From an optimization exercise on the open Yosys and OpenROAD flow, aimed at small area; shortcuts taken in it are not production practice.
RTL that was checked went through simulation tests only; none was proved equivalent to the original.
No activity file was given, so power comes from the tool's default toggle rates.

==> flow/design.v (excerpt) <==
module bitpack_codec (
    input  wire       clk,
    input  wire       rst,
    input  wire       enc_in_valid,
    output wire       enc_in_ready,
    input  wire       enc_in_end,
    input  wire [7:0] enc_in_data,
    output wire       enc_out_valid,
    input  wire       enc_out_ready,
    output wire [7:0] enc_out_data,
    output wire       enc_done,
    output wire       enc_collision,
    input  wire       dec_in_valid,
    output wire       dec_in_ready,
    input  wire       dec_in_eof,
    input  wire [7:0] dec_in_data,
    output wire       dec_out_valid,
    input  wire       dec_out_ready,
    output wire [7:0] dec_out_data,
    output wire       dec_done,
    output wire [2:0] dec_status
);
    compression_encoder_fsm u_enc (
        .clk(clk), .rst(rst),
        .in_valid(enc_in_valid), .in_ready(enc_in_ready),
        .in_end(enc_in_end), .in_data(enc_in_data),
  ...
Settings: LEC_CHECK=0, CAP_MARGIN=20, CORE_MARGIN=2, CORE_UTILIZATION=40, SLEW_MARGIN=20; clock period 6.0 ns.
standard.sh (not shown) runs the stock make flow with config.mk's settings and CLKGATE_MAP_FILE= SYNTH_SCRIPT=/design/flow/synth_recipe.tcl, a recipe that flattens the netlist after the stock synthesis.
==> flow/flow/run.sh <==
#!/bin/bash
# Own layout flow: the standard synthesis, then the combinational logic
# between the (unchanged) registers is re-synthesised by ABC for area
# (&deepsyn with several seeds, the smallest mapped netlist kept); the rest
# is the standard ORFS flow with buf_1 port buffers and a clock tree built
# without dummy loads. Each tool's output goes to a log in this folder.
set -euo pipefail
HERE=$(pwd)
LIB=$FLOW_HOME/platforms/sky130hd/lib/sky130_fd_sc_hd__tt_025C_1v80.lib
YOSYS=$FLOW_HOME/../tools/install/yosys/bin/yosys
R=$HERE/orfs/results/sky130hd/bitpack_codec/base

export BUFFER_PORTS_ARGS="-buffer_cell sky130_fd_sc_hd__buf_1"
export CTS_ARGS="-sink_clustering_enable -repair_clock_nets -dont_use_dummy_load -buf_list {sky130_fd_sc_hd__clkbuf_8}"

bash standard.sh synth > synth.log 2>&1

cp $R/1_2_yosys.v $HERE/std_synth.v
DU=""
for c in $(grep -o 'sky130_fd_sc_hd__\(lpflow\|probe\)[a-z0-9_]*' $FLOW_HOME/platforms/sky130hd/config.mk | sort -u); do
  DU="$DU -dont_use $c"
done
SEQ=$(grep -o '^ *sky130_fd_sc_hd__[a-z0-9_]*' std_synth.v | sort -u | grep -E '__(dfxtp|edfxtp|dfrtp|dfstp|dfbbp|dfxbp|dfrbp|dfsbp|sdf|sedf|dlx|dlr)' | tr '\n' ' ')
NSEQ=$(grep -cE '^ *sky130_fd_sc_hd__(dfxtp|edfxtp|dfrtp|dfstp|dfbbp|dfxbp|dfrbp|dfsbp|sdf|sedf|dlx|dlr)' std_synth.v)

remap() {  # remap TAG ABC_SCRIPT_LINES
  local t=$1; shift
  printf '%s\n' "$@" > abc_$t.script
  cat > remap_$t.ys <<EOS
read_liberty -ignore_miss_func $LIB
read_verilog $HERE/std_synth.v
hierarchy -top $FLOW_TOP
setattr -mod -set keep_hierarchy 1 $SEQ
flatten
opt_clean -purge
abc -liberty $LIB $DU -script $HERE/abc_$t.script
opt_clean -purge
hierarchy -top $FLOW_TOP
blackbox $SEQ
rename -hide w:_*_.*
opt_clean -purge
rename -enumerate
tee -o $HERE/area_$t.txt stat -liberty $LIB
write_verilog -noattr -nohex -nodec $HERE/remap_$t.v
EOS
  timeout 900 $YOSYS -s remap_$t.ys > remap_$t.log 2>&1 || true
}

remap base strash 'dch -f' 'map -a' mfs2 strash 'dch -f' 'map -a' topo &
for s in 0 1 2; do
  remap s$s strash '&get -n' "&deepsyn -J 50 -T 400 -S $s" '&put' 'dch -f' 'map -a' topo &
done
wait
for s in 3 4 5 6; do
  remap s$s strash '&get -n' "&deepsyn -J 50 -T 400 -S $s" '&put' 'dch -f' 'map -a' topo &
done
wait

# Keep the smallest netlist that has every register and some logic.
best=""; besta=""
for t in base s0 s1 s2 s3 s4 s5 s6; do
  [[ -f remap_$t.v && -f area_$t.txt ]] || continue
  a=$(grep -E 'Chip area for (top )?module' area_$t.txt | tail -1 | awk '{print $NF}')
  s=$(grep -E 'of which used for sequential' area_$t.txt | tail -1 | awk '{print $(NF-1)}')
  n=$(grep -cE '^ *sky130_fd_sc_hd__(dfxtp|edfxtp|dfrtp|dfstp|dfbbp|dfxbp|dfrbp|dfsbp|sdf|sedf|dlx|dlr)' remap_$t.v || true)
  echo "$t area=$a seq=$s flops=$n" >> choice.log
  [[ "$n" == "$NSEQ" ]] || continue
  awk -v a="$a" -v s="$s" 'BEGIN{exit !(a - s > 0.25 * s)}' || continue
  if [[ -z "$best" ]] || awk -v a="$a" -v b="$besta" 'BEGIN{exit !(a < b)}'; then best=$t; besta=$a; fi
done
echo "chosen: ${best:-standard}" >> choice.log
if [[ -n "$best" ]]; then cp remap_$best.v $R/1_2_yosys.v; fi

bash standard.sh finish > finish.log 2>&1
Then changed:
--- a/flow/design.v
+++ b/flow/design.v
@@ -36,12 +36,16 @@
     reg        mp;              
     reg        d1, d2;          
     reg  [7:0] h0, h1, h2;
     reg  [6:0] acc;             
     reg  [2:0] lm;              
     reg        coll;
+    wire [7:0] opt0, opt1, opt2, opt3;
+    bitshift_option_deriver u_odr (
+        .od_in(h2), .opt0(opt0), .opt1(opt1), .opt2(opt2), .opt3(opt3)
+    );
     wire [7:0] b = in_end ? 8'h00 : in_data;
     wire [7:0] nb_lo = {h2[6:0], 1'b0};
     wire [7:0] nb_hi = {1'b0, h2[7:1]};
     wire [7:0] nb    = k[2] ? (k[1] ? nb_hi : nb_lo) : h2;
     wire [7:0] cx    = k[0] ? (h2 & nb) : (h2 | nb);
     wire [7:0] cand  = (k == K_REP2) ? h1 : cx;
@@ -153,31 +157,39 @@
     localparam OP_REP1 = 2'b11;
     reg  [2:0] status;
     reg        mp;              
     reg        d0, d1;          
     reg  [7:0] p0, p1;
     reg  [8:0] slots;           
+    wire [7:0] opt0, opt1, opt2, opt3;
+    bitshift_option_deriver u_odr (
+        .od_in(p1), .opt0(opt0), .opt1(opt1), .opt2(opt2), .opt3(opt3)
+    );
     wire       run   = (status == ST_NONE);
     wire       empty = (slots[7:0] == 8'd0);
     wire [1:0] cur   = slots[8:7];
-    wire [7:0] nb_lo = {p1[6:0], 1'b0};
-    wire [7:0] nb_hi = {1'b0, p1[7:1]};
-    wire [7:0] nb    = mp ? (cur[1] ? nb_hi : nb_lo) : p1;
-    wire [7:0] px    = cur[0] ? (p1 & nb) : (p1 | nb);
-    wire       rep2  = !mp && cur == OP_REP2;
-    wire       litop = !mp && cur == OP_LIT;
-    wire [7:0] v     = rep2 ? p0 : litop ? in_data : px;
-    reg prod;
+    reg [7:0] modp_val;
     always @(*) begin
-        if (mp) prod = d1;
-        else begin
+        case (cur)
+            2'd0:    modp_val = opt0;
+            2'd1:    modp_val = opt1;
+            2'd2:    modp_val = opt2;
+            default: modp_val = opt3;
+        endcase
+    end
+    reg       prod;
+    reg [7:0] v;
+    always @(*) begin
+        if (mp) begin
+            prod = d1; v = modp_val;
+        end else begin
             case (cur)
-                OP_REP1: prod = d1;
-                OP_REP2: prod = d0;
-                OP_LIT:  prod = in_valid && !in_eof;
-                default: prod = 1'b0;
+                OP_REP1: begin prod = d1; v = p1; end
+                OP_REP2: begin prod = d0; v = p0; end
+                OP_LIT:  begin prod = in_valid && !in_eof; v = in_data; end
+                default: begin prod = 1'b0; v = in_data; end
             endcase
         end
         if (empty) prod = 1'b0;
     end
     wire lit = !empty && !mp && cur == OP_LIT;
     assign out_valid  = !rst && run && prod;
Effect:
- final cell count went down by 0.53%
- die area stays flat
- area after synthesis hardly moves
- via count went up by 1.4%
- total power went down by 5.8%
- non-clock buffer count does not change
- setup slack loses 0.075 ns
Function not checked in the first run of this note: the RTL went through the layout flow alone.

-- separate check: timing with driven ports --
No port has a modelled driver above. Below, the same layouts with a new extraction and two added sets of constraints.
Step 1 sets driving cells, clkbuf_16 on the clock port and buf_2 on the other inputs (assumed; they add their load-dependent delay and slew).
Step 2 moves the port delays by t, midway between the first and last clock arrival at a register: inputs arrive t later, outputs are due t later. That takes back most of the time a late clock gives input paths.
Three values: ideal, step 1, step 2; two values: the first two.
| run | t (ns) | setup WS [ns] | worst hold slack (ns) |
|---|---|---|---|
| the first run | 0.368 | 1.435 / 1.403 / 1.512 | 0.441 / 0.441 / 0.441 |
| the second run | 0.368 | 1.360 / 1.329 / 1.362 | 0.448 / 0.448 / 0.448 |
After both steps every run listed still meets setup and hold.
